From an optimization exercise on the open Yosys and OpenROAD flow, aimed at small area, a short achievable clock period and few clock cycles; shortcuts taken in it are not production practice. The RTL was checked by simulation tests, not by an equivalence proof against the original design. Power and IR drop assume default switching activity.

## flow/design.v

```verilog
module g2p_poly (
    input  wire        clk,
    input  wire        rst,         
    input  wire        cmd_valid,
    input  wire [31:0] cmd,
    input  wire [63:0] opa,
    input  wire [63:0] opb,
    output wire        cmd_ready,
    output reg         done,
    output reg  [3:0]  code,
    output reg         none,
    output reg  [63:0] res_lo,
    output reg  [63:0] res_hi
);
    localparam [31:0] OP_PDEG = 32'h1;
    localparam [31:0] OP_PADD = 32'h2;
    localparam [31:0] OP_PMUL = 32'h3;
    localparam [31:0] OP_PREM = 32'h4;
    localparam [31:0] OP_PIRR = 32'h5;
    localparam [3:0] C_OK       = 4'd0;
    localparam [3:0] C_ILLEGAL  = 4'd1;
    localparam [3:0] C_CONTRACT = 4'd9;
    localparam [5:0] IRR_MAX_DEG = 6'd16;
    localparam [1:0] S_IDLE = 2'd0;
    localparam [1:0] S_MUL  = 2'd1;
    localparam [1:0] S_REM  = 2'd2;
    localparam [1:0] S_IRR  = 2'd3;
    function [5:0] deg64;
        input [63:0] v;
        integer i;
        begin
            deg64 = 6'd0;
            for (i = 0; i < 64; i = i + 1)
                if (v[i]) deg64 = i[5:0];
        end
    endfunction
    reg [1:0]   state;
    assign cmd_ready = (state == S_IDLE);
    reg [127:0] mul_acc;
    reg [127:0] mul_a;
    reg [63:0]  mul_b;
    reg [63:0]  rem_a;
    reg [63:0]  rem_m;
    reg [5:0]   rem_dm;
    wire [5:0]  rem_da   = deg64(rem_a);
    wire        rem_fin  = (rem_a == 64'd0) || (rem_da < rem_dm);
    wire [63:0] rem_next = rem_a ^ (rem_m << (rem_da - rem_dm));
    reg [63:0]  irr_m;
    reg [17:0]  irr_f;
    reg [17:0]  irr_lim;
    wire [17:0] irr_f_nx = irr_f + 18'd1;
    wire [5:0]  opa_deg = deg64(opa);
    wire [5:0]  opb_deg = deg64(opb);
    always @(posedge clk) begin
        if (rst) begin
            state   <= S_IDLE;
            done    <= 1'b0;
            code    <= C_OK;
            none    <= 1'b0;
            res_lo  <= 64'd0;
            res_hi  <= 64'd0;
            mul_acc <= 128'd0;
            mul_a   <= 128'd0;
            mul_b   <= 64'd0;
            rem_a   <= 64'd0;
            rem_m   <= 64'd0;
            rem_dm  <= 6'd0;
            irr_m   <= 64'd0;
            irr_f   <= 18'd0;
            irr_lim <= 18'd0;
        end else begin
            done <= 1'b0;
            case (state)
                S_IDLE: begin
                    if (cmd_valid) begin
                        case (cmd)
                            OP_PDEG: begin
                                done   <= 1'b1;
                                code   <= C_OK;
                                none   <= (opa == 64'd0);
                                res_lo <= {58'd0, opa_deg};
                                res_hi <= 64'd0;
                            end
                            OP_PADD: begin
                                done   <= 1'b1;
                                code   <= C_OK;
                                none   <= 1'b0;
                                res_lo <= opa ^ opb;
                                res_hi <= 64'd0;
                            end
                            OP_PMUL: begin
                                mul_acc <= 128'd0;
                                mul_a   <= {64'd0, opa};
                                mul_b   <= opb;
                                state   <= S_MUL;
                            end
                            OP_PREM: begin
                                if (opb == 64'd0) begin
                                    done <= 1'b1;
                                    code <= C_CONTRACT;
                                end else begin
                                    rem_a  <= opa;
                                    rem_m  <= opb;
                                    rem_dm <= opb_deg;
                                    state  <= S_REM;
                                end
                            end
                            OP_PIRR: begin
                                if (opa_deg > IRR_MAX_DEG) begin
                                    done <= 1'b1;
                                    code <= C_CONTRACT;
                                end else if (opa_deg <= 6'd1) begin
                                    done   <= 1'b1;
                                    code   <= C_OK;
                                    none   <= 1'b0;
                                    res_lo <= {63'd0, opa_deg[0]};
                                    res_hi <= 64'd0;
                                end else begin
                                    irr_m   <= opa;
                                    irr_f   <= 18'd2;
                                    irr_lim <= 18'd1 << (opa_deg[5:1] + 5'd1);
                                    rem_a   <= opa;
                                    rem_m   <= 64'd2;
                                    rem_dm  <= 6'd1;
                                    state   <= S_IRR;
                                end
                            end
                            default: begin
                                done <= 1'b1;
                                code <= C_ILLEGAL;
                            end
                        endcase
                    end
                end
                S_MUL: begin
                    if (mul_b == 64'd0) begin
                        done   <= 1'b1;
                        code   <= C_OK;
                        none   <= 1'b0;
                        res_lo <= mul_acc[63:0];
                        res_hi <= mul_acc[127:64];
                        state  <= S_IDLE;
                    end else begin
                        if (mul_b[0]) mul_acc <= mul_acc ^ mul_a;
                        mul_a <= mul_a << 1;
                        mul_b <= mul_b >> 1;
                    end
                end
                S_REM: begin
                    if (rem_fin) begin
                        done   <= 1'b1;
                        code   <= C_OK;
                        none   <= 1'b0;
                        res_lo <= rem_a;
                        res_hi <= 64'd0;
                        state  <= S_IDLE;
                    end else begin
                        rem_a <= rem_next;
                    end
                end
                S_IRR: begin
                    if (!rem_fin) begin
                        rem_a <= rem_next;
                    end else if (rem_a == 64'd0) begin
                        done   <= 1'b1;
                        code   <= C_OK;
                        none   <= 1'b0;
                        res_lo <= 64'd0;
                        res_hi <= 64'd0;
                        state  <= S_IDLE;
                    end else if (irr_f_nx == irr_lim) begin
                        done   <= 1'b1;
                        code   <= C_OK;
                        none   <= 1'b0;
                        res_lo <= 64'd1;
                        res_hi <= 64'd0;
                        state  <= S_IDLE;
                    end else begin
                        irr_f  <= irr_f_nx;
                        rem_a  <= irr_m;
                        rem_m  <= {46'd0, irr_f_nx};
                        rem_dm <= deg64({46'd0, irr_f_nx});
                    end
                end
            endcase
        end
    end
endmodule
```

## flow/config.mk

```make
export PLATFORM = sky130hd
export DESIGN_NAME = g2p_poly
export DESIGN_NICKNAME = g2p_poly
export VERILOG_FILES = /design/flow/design.v
export SDC_FILE = /design/flow/constraint.sdc
export NUM_CORES = 4
export LEC_CHECK = 0
export CAP_MARGIN = 20
export CORE_MARGIN = 2
export CORE_UTILIZATION = 40
export SLEW_MARGIN = 20
```

## flow/constraint.sdc

```tcl
create_clock -name core_clock -period 8.0 [get_ports {clk}]
set_input_delay 1.6000 -clock core_clock [delete_from_list [all_inputs] [get_ports {clk}]]
set_output_delay 1.6000 -clock core_clock [all_outputs]
set_load 0.01 [all_outputs]
```

## flow/run.sh

```bash
#!/bin/bash
# synth_recipe.tcl (not shown) runs the flow's synth.tcl, then flattens the netlist and writes it again
# the make line also repeats each setting of config.mk as NAME=value (left out here)
make -C /OpenROAD-flow-scripts/flow DESIGN_CONFIG=/design/flow/config.mk WORK_HOME=/design/flow/orfs CLKGATE_MAP_FILE= SYNTH_SCRIPT=/design/flow/synth_recipe.tcl finish
```

==> out/qor.yml <==
run_status: "complete, no violations"
worst_ep_arrival_time_ns: 6.85
layout_commonest_cell: "sky130_fd_sc_hd__dfxtp_1"
initial_utilization_pct: 40.39
clock_tree.root_cell: "sky130_fd_sc_hd__clkbuf_16"
postSynthRegisterBits: 688
setup.worst_path.class: "reg -> reg"
dr_total_vias: 36020
yosysUniqueCellTypes: 88
final_max_slew_viols: 0
fin_ws_ns: 1.662
resize_count_post_cts: 0
core_sq_mm: 0.09333
max_freq_ghz: 0.1578
synth_cells: 4655
synthFlopType: "sky130_fd_sc_hd__dfxtp_1"
report.final.hold_viol_count: 0
detail_route.wl_per_cell_um: 24.57
remaining_number_of_nets_flagged_by_the_antenna_check_after_routing: 0
power_per_cell_area_mw_per_mm2: 171.8
cts-htree-levels: 3
vertical_die_dimension_um: 311.0
critical_path.cell_chain: "nor2_1 > o21ai_0 > a211oi_1 > o31ai_1 > a211oi_1 > o31a_1 > nor3_1 > o31ai_1 > a31oi_1 > o21ai_0 > ha_1 > and3b_1 > o21ai_0 > nand2_2 > buf_4 > mux4_2 > mux2i_1 > xor2_1 > mux2_2 > a222oi_1 > a211oi_1"
viasPerCell: 6.048
drc_errors: 0
wire_length_of_the_first_global_routing_pass_mm: 218.3
worst_hold_path_type: "reg -> reg"
cpMaxStageDelayCell: "sky130_fd_sc_hd__o21ai_0"
overflow_left_after_global_routing: 0
clock_sinks: 688
endpoint_kind: "flip-flop"
dieArea_sq_mm: 0.09671
layout-drive-gt1-share_pct: 7.403
slowest_delay_ns: 0.62
timing.setup.tns_ns: 0
pre_cts_ws_ns: 1.518
post-synth-top-area-fraction_pct: 36.54
timing.final.setup_violations: 0
detailed_placement_hpwl_mm: 102.3
post_cts_buffers: 0
slew_headroom_pct: 27.32
nFillCells: 9192
ctsLongestPathBuffers: 3
cp.required_ns: 8.51
layout.cells.most_common_list: "sky130_fd_sc_hd__dfxtp_1, sky130_fd_sc_hd__nor2_1, sky130_fd_sc_hd__nand2_1"
cts_tree: "built"
clock-skew-final_ns: 0.02970
synth.cell_area_sq_mm: 0.03770
finalNetCount: 4819
drv.max_cap_violation_count: 0
post-route-period-util_pct: 79.22
hold_buffers: 0
async_reset_ff_share_pct: 0
path_max_fanout: 32
synth_top_cell_by_area: "sky130_fd_sc_hd__dfxtp_1"
totalWireLength_mm: 146.3
grt_pass1_vias: 33240
startpoint_type: "flip-flop"
timing_worst_slew_pin_value_ns: 1.081
placementRows: 112
inserted_clock_buffers: 79
finalWorstPathRequiredPeriod_ns: 6.338
drt_pass1_iterations: 8
pin_count_of_the_biggest_net_entering_global_routing: 188
synthesis_warnings: 1
yosys-top-cells-area: "sky130_fd_sc_hd__dfxtp_1, sky130_fd_sc_hd__nor2_1, sky130_fd_sc_hd__mux2i_1"
antenna_violations_before_repair: 8
chipWidth_um: 311.0
clk-insertion-delay-late_ns: 0.66
first_iter_violations: 4013
areaGrowthSynthToFinish_pct: 16.10
worst_ir_drop_vdd_v: 0.0001299
worst_hold_slack_ns: 0.4481
fraction_of_the_yosys_area_taken_by_sequential_cells_pct: 36.54
port_buffers: 295
groute.usage.overall_pct: 29.11
synth_edf_count: 0
path_clk_slew_ns: 0.06
io_pins: 298
syn_avg_cell_area_sq_um: 8.098
setup.reg_to_reg.worst_slack_ns: 1.66
globalplace.congestion: 1.007
rsz_0062_raised_after_global_routing: "no"
p_leak_nw: 14.82
-- state kept, by name (all words and copies together), names as in the netlist --
register / cells
mul_a: 128
code: 2
irr_m: 64
irr_f: 18
mul_acc: 128
rem_dm: 6
rem_a: 64
irr_lim: 18
state: 2
mul_b: 64
done: 1
res_lo: 64
rem_m: 64
none: 1
res_hi: 64
-- layout make-up --
class                   instances  area [sq um]  area share [%]
diodes                          1         2.502        0.005717
clock buffers                 111          2278           5.206
clock inverters                27         309.0          0.7061
inverters                      74         279.0          0.6375
multi-input cells            3444         22060           50.40
flip-flops and latches        688         13770           31.47
well taps                    1254          1569           3.585
repair buffers                357          3498           7.993
-- kinds of logic (layout without fill, tap and decap cells) --
kind of cell             count (synthesis)  count (layout)  synth area share, %
buffers and inverters                  524             569                5.543
flip-flops                             688             688                36.54
AO/OA/AOI/OAI                         1118            1118                20.17
multiplexers                           284             284                9.897
adder cells (fa/ha/maj)                 12              12               0.4182
other                                    1               3             0.009948
AND/OR/NAND/NOR                       1754            1754                21.06
XOR/XNOR                               274             274                6.366
-- critical path, delay by kind of cell, from the launching register on --
| family | cells | cell delay [ns] |
|---|---|---|
| AO/OA/AOI/OAI | 11 | 3.05 |
| XOR/XNOR | 1 | 0.14 |
| AND/OR/NAND/NOR | 4 | 0.86 |
| multiplexers | 3 | 0.97 |
| adder cells (fa/ha/maj) | 1 | 0.37 |
| flip-flops | 1 | 0.37 |
| buffers and inverters | 1 | 0.42 |
-- Yosys cell counts, types with 17 or more instances --
library cell	n
sky130_fd_sc_hd__nor3_1	107
sky130_fd_sc_hd__and3_1	75
sky130_fd_sc_hd__nand3_1	234
sky130_fd_sc_hd__nor2b_1	17
sky130_fd_sc_hd__o211ai_1	31
sky130_fd_sc_hd__a211oi_1	186
sky130_fd_sc_hd__inv_1	73
sky130_fd_sc_hd__mux4_2	70
sky130_fd_sc_hd__a31oi_1	18
sky130_fd_sc_hd__dfxtp_1	688
sky130_fd_sc_hd__a221o_1	67
sky130_fd_sc_hd__a221oi_1	21
sky130_fd_sc_hd__nand2b_1	32
sky130_fd_sc_hd__buf_2	35
sky130_fd_sc_hd__xnor2_1	119
sky130_fd_sc_hd__mux2i_1	204
sky130_fd_sc_hd__o21ai_0	173
sky130_fd_sc_hd__nor4_1	92
sky130_fd_sc_hd__clkbuf_1	374
sky130_fd_sc_hd__a22oi_1	90
sky130_fd_sc_hd__nor2_1	557
sky130_fd_sc_hd__buf_1	28
sky130_fd_sc_hd__nand4_1	22
sky130_fd_sc_hd__a311oi_1	17
sky130_fd_sc_hd__xor2_1	155
sky130_fd_sc_hd__a21oi_1	326
sky130_fd_sc_hd__nand2_1	534
-- routing by layer --
layer	vias up	part of all wire, %	track usage, %
li1	16690	-	-
met1	17420	44	41.11
met2	1586	44	43.97
met3	319	9.4	6.385
met4	4	3.3	9.321
met5	-	0.021	0
-- power by group --
part	switching (mW)	internal (mW)	total (mW)
registers	0.000827	3.43	3.43
clock network	1.56	2.13	3.68
logic	0.271	0.137	0.408
-- final timing paths --
kind,end,start,cells past startpoint
worst max-delay path,rem_a[63]$_SDFFE_PP0P_,rem_a[4]$_SDFFE_PP0P_,21
worst min-delay path,irr_m[10]$_SDFFE_PP0P_,irr_m[10]$_SDFFE_PP0P_,2
worst max register to register,rem_a[63]$_SDFFE_PP0P_,rem_a[4]$_SDFFE_PP0P_,21
worst min register to register,irr_m[10]$_SDFFE_PP0P_,irr_m[10]$_SDFFE_PP0P_,2
-- stage by stage --
step	power (mW)	utilization [%]	std cells	instance area (sq um)
final	7.517	46.90	5956	43770
after global routing	7.719	46.90	5956	43770
after CTS	7.571	46.88	5955	43750
after detailed placement	3.899	44.11	5817	41160
after global placement	3.900	44.10	5817	41160
after floorplan	3.673	-	4656	37700
Testbench counts, summed over its fixed seeds: cycles 131,678.

-- separate check: timing with driven ports --
Ports are ideal in the flow. The routed layout listed here was re-timed in OpenROAD. Step 1 sets driving cells, clkbuf_16 on the clock port and buf_2 on the other inputs (assumed; they add their load-dependent delay and slew). Step 2 times the ports against the registers' clock, not the clock port: input delays grow and output delays shrink by t, the midpoint of the rising clock arrivals with the driver on. Three values: ideal, step 1, step 2; two values: the first two.
t (ns): 0.722
slack for setup (ns): 1.662 / 1.663 / 1.212
hold slack, ns: 0.448 / 0.448 / 0.448
After both steps this run still meets setup and hold. For this run, drivers alone change the setup slack by +0.001 ns; drivers and shift together by -0.450 ns.
